From an optimization exercise on the open Yosys and OpenROAD flow, aimed at small area, a short achievable clock period and few clock cycles; shortcuts taken in it are not production practice. Only simulation tests tie the RTL to the original design; equivalence was not proved. No activity file was given, so power comes from the tool's default toggle rates.

==> flow/design.v (excerpt) <==
module ascii_codec (
    input  wire        clk,
    input  wire        rst,
    input  wire        cmd_valid,
    output wire        cmd_ready,
    input  wire [1:0]  cmd_op,
    input  wire [15:0] cmd_len,
    input  wire        in_valid,
    output wire        in_ready,
    input  wire [7:0]  in_data,
    output wire        out_valid,
    input  wire        out_ready,
    output wire [7:0]  out_data,
    output wire        done,
    output wire [7:0]  err_code
);
    localparam OP_AHXD = 2'd0;
    localparam OP_AHXE = 2'd1;
    localparam OP_A85D = 2'd2;
    localparam OP_A85E = 2'd3;
    reg        busy;             
    reg        cmd_rdy;          
    reg        in_rdy;
    reg        done_r;
    reg [1:0]  op;
    reg [15:0] rem;              
    reg [7:0]  f0, f1;           
    reg        f0v, f1v;
    reg        stopped;          
    reg        e0, e1, e4;       
    reg        hv;               
    reg [3:0]  hn;
    reg        tilde;            
    reg [2:0]  gcnt;             
    reg        padding;          
    reg        dpad, epad;       
    reg [2:0]  pad_n;            
    reg        gstart;           
    reg [34:0] dg;               
    reg        zf;               
    reg        mv;               
    reg        mvz;              
    reg [2:0]  mvk;              
    reg        tailp;            
    reg [7:0]  ob0, ob1, ob2, ob3, ob4, ob5;    
    reg [2:0]  occ;
    reg        ov;               
    assign cmd_ready = cmd_rdy;
    assign in_ready  = in_rdy;
    assign out_valid = ov;
    assign out_data  = ob0;
    assign done      = done_r;
    assign err_code  = {3'b000, e4, 2'b00, e1, e0};
    wire in_fire  = in_valid & in_rdy;
    wire fire     = ov & out_ready;
    wire [15:0] rem_dec = rem - 16'd1;
    wire        rem_z   = (rem == 16'd0);
    wire        rem_1   = (rem == 16'd1);
    wire [15:0] rem_nx  = in_fire ? rem_dec : rem;
  ...
For scale: roughly 51 I/O pins, roughly 17000 µm² of cells after synthesis.
export LEC_CHECK = 0
export CAP_MARGIN = 20
export CORE_MARGIN = 2
export CORE_UTILIZATION = 40
export SLEW_MARGIN = 20
create_clock -name core_clock -period 28.0 [get_ports {clk}]
standard.sh (not shown) runs the stock make flow with config.mk's settings and CLKGATE_MAP_FILE= SYNTH_SCRIPT=/design/flow/synth_recipe.tcl, a recipe that flattens the netlist after the stock synthesis.
==> flow/flow/run.sh <==
#!/bin/bash
# The standard layout, with these changes to how it is made (the SDC, clock
# period and every other setting are the design's):
#  - every port still gets a buffer, but a plain buf_2 rather than the slow
#    delay buffer buffer_ports picks by default;
#  - the repair steps aim for extra setup slack, and may resize a cell to
#    any drive strength (not only ones with the same footprint).
set -euo pipefail
bash standard.sh "BUFFER_PORTS_ARGS=-buffer_cell sky130_fd_sc_hd__buf_2" \
    SETUP_SLACK_MARGIN=22.5 MATCH_CELL_FOOTPRINT=0 finish > standard_flow.log 2>&1
Testbench counts at the start, summed over its fixed seeds: cycles 65,816.
==> next run, changes <==
--- a/flow/flow/run.sh
+++ b/flow/flow/run.sh
@@ -10 +10 @@
-    SETUP_SLACK_MARGIN=22.5 MATCH_CELL_FOOTPRINT=0 finish > standard_flow.log 2>&1
+    SETUP_SLACK_MARGIN=21 MATCH_CELL_FOOTPRINT=0 finish > standard_flow.log 2>&1
CORE_UTILIZATION = 70   (was 40)
PLACE_DENSITY = 0.8   (was not set)
The changed run finished clean.
Synthesized area is unchanged.
Combinational power went down by a quarter to a third.
Maximum frequency went down by a few percent.
Routed wire length went down by roughly a tenth.
Total power went down by about a fifth.
Setup slack gets worse by 0.26 ns.
Global-route usage went up by 14 points.
Final cell count went down by about a fifth.
Register-to-register slack gets worse by 0.92 ns.

========
== before ==
Starting RTL as in the previous note.
Settings: LEC_CHECK=0, CAP_MARGIN=20, CORE_MARGIN=2, CORE_UTILIZATION=40, SLEW_MARGIN=20; clock period 28.0 ns.
==> flow/flow/run.sh <==
#!/bin/bash
# The standard layout, with these changes to how it is made (the SDC, clock
# period and every other setting are the design's):
#  - every port still gets a buffer, but a plain buf_2 rather than the slow
#    delay buffer buffer_ports picks by default;
#  - the repair steps aim for extra setup slack, and may resize a cell to
#    any drive strength (not only ones with the same footprint).
set -euo pipefail
bash standard.sh "BUFFER_PORTS_ARGS=-buffer_cell sky130_fd_sc_hd__buf_2" \
    SETUP_SLACK_MARGIN=21 MATCH_CELL_FOOTPRINT=0 finish > standard_flow.log 2>&1
Testbench counts of before, summed over its fixed seeds: cycles 65,816.
## Diff of input files: after against before
diff --git a/flow/flow/run.sh b/flow/flow/run.sh
--- a/flow/flow/run.sh
+++ b/flow/flow/run.sh
@@ -8,3 +8,3 @@
 set -euo pipefail
 bash standard.sh "BUFFER_PORTS_ARGS=-buffer_cell sky130_fd_sc_hd__buf_2" \
-    SETUP_SLACK_MARGIN=21 MATCH_CELL_FOOTPRINT=0 finish > standard_flow.log 2>&1
+    SETUP_SLACK_MARGIN=21.35 MATCH_CELL_FOOTPRINT=0 finish > standard_flow.log 2>&1
Results
after ended with more non-clock buffer count than before. For before, the last element of the critical path was ob1[4], unlike after, where it was ob1[5]. Clock group share of total power ends up lower on after. Where final critical delay including setup and external delays is concerned, before is outperformed by after. Total placed instance area grows slightly when moving from before to after.

separate check: timing with driven ports:
How much do the figures lean on ideal ports? The routed layouts below were timed once more, with nothing changed but the port constraints.
Step 1 assumes that a clkbuf_16 drives the clock port and a buf_2 every other input.
Step 2 moves the port delays by t, midway between the first and last clock arrival at a register: inputs arrive t later, outputs are due t later. That takes back most of the time a late clock gives input paths.
a / b / c = no drivers / after step 1 / after step 2; a / b = the first two.
| run | t (ns) | setup slack, ns | hold slack, ns | slew at the worst register clock pin (ns) |
|---|---|---|---|---|
| the first run of note 1 | 0.512 | 21.384 / 21.331 / 21.106 | 0.473 / 0.473 / 0.473 | 0.08 / 0.08 |
| the second run of note 1 | 0.499 | 21.124 / 21.140 / 20.641 | 0.461 / 0.461 / 0.461 | 0.08 / 0.08 |
| before | 0.491 | 21.186 / 21.215 / 20.724 | 0.467 / 0.467 / 0.467 | 0.07 / 0.07 |
| after | 0.492 | 21.360 / 21.322 / 20.896 | 0.469 / 0.469 / 0.469 | 0.07 / 0.07 |
After both steps every run listed still meets setup and hold. The setup slack of the second run of note 1, which loses most, moves by +0.016 ns with the drivers and by -0.483 ns with both steps.
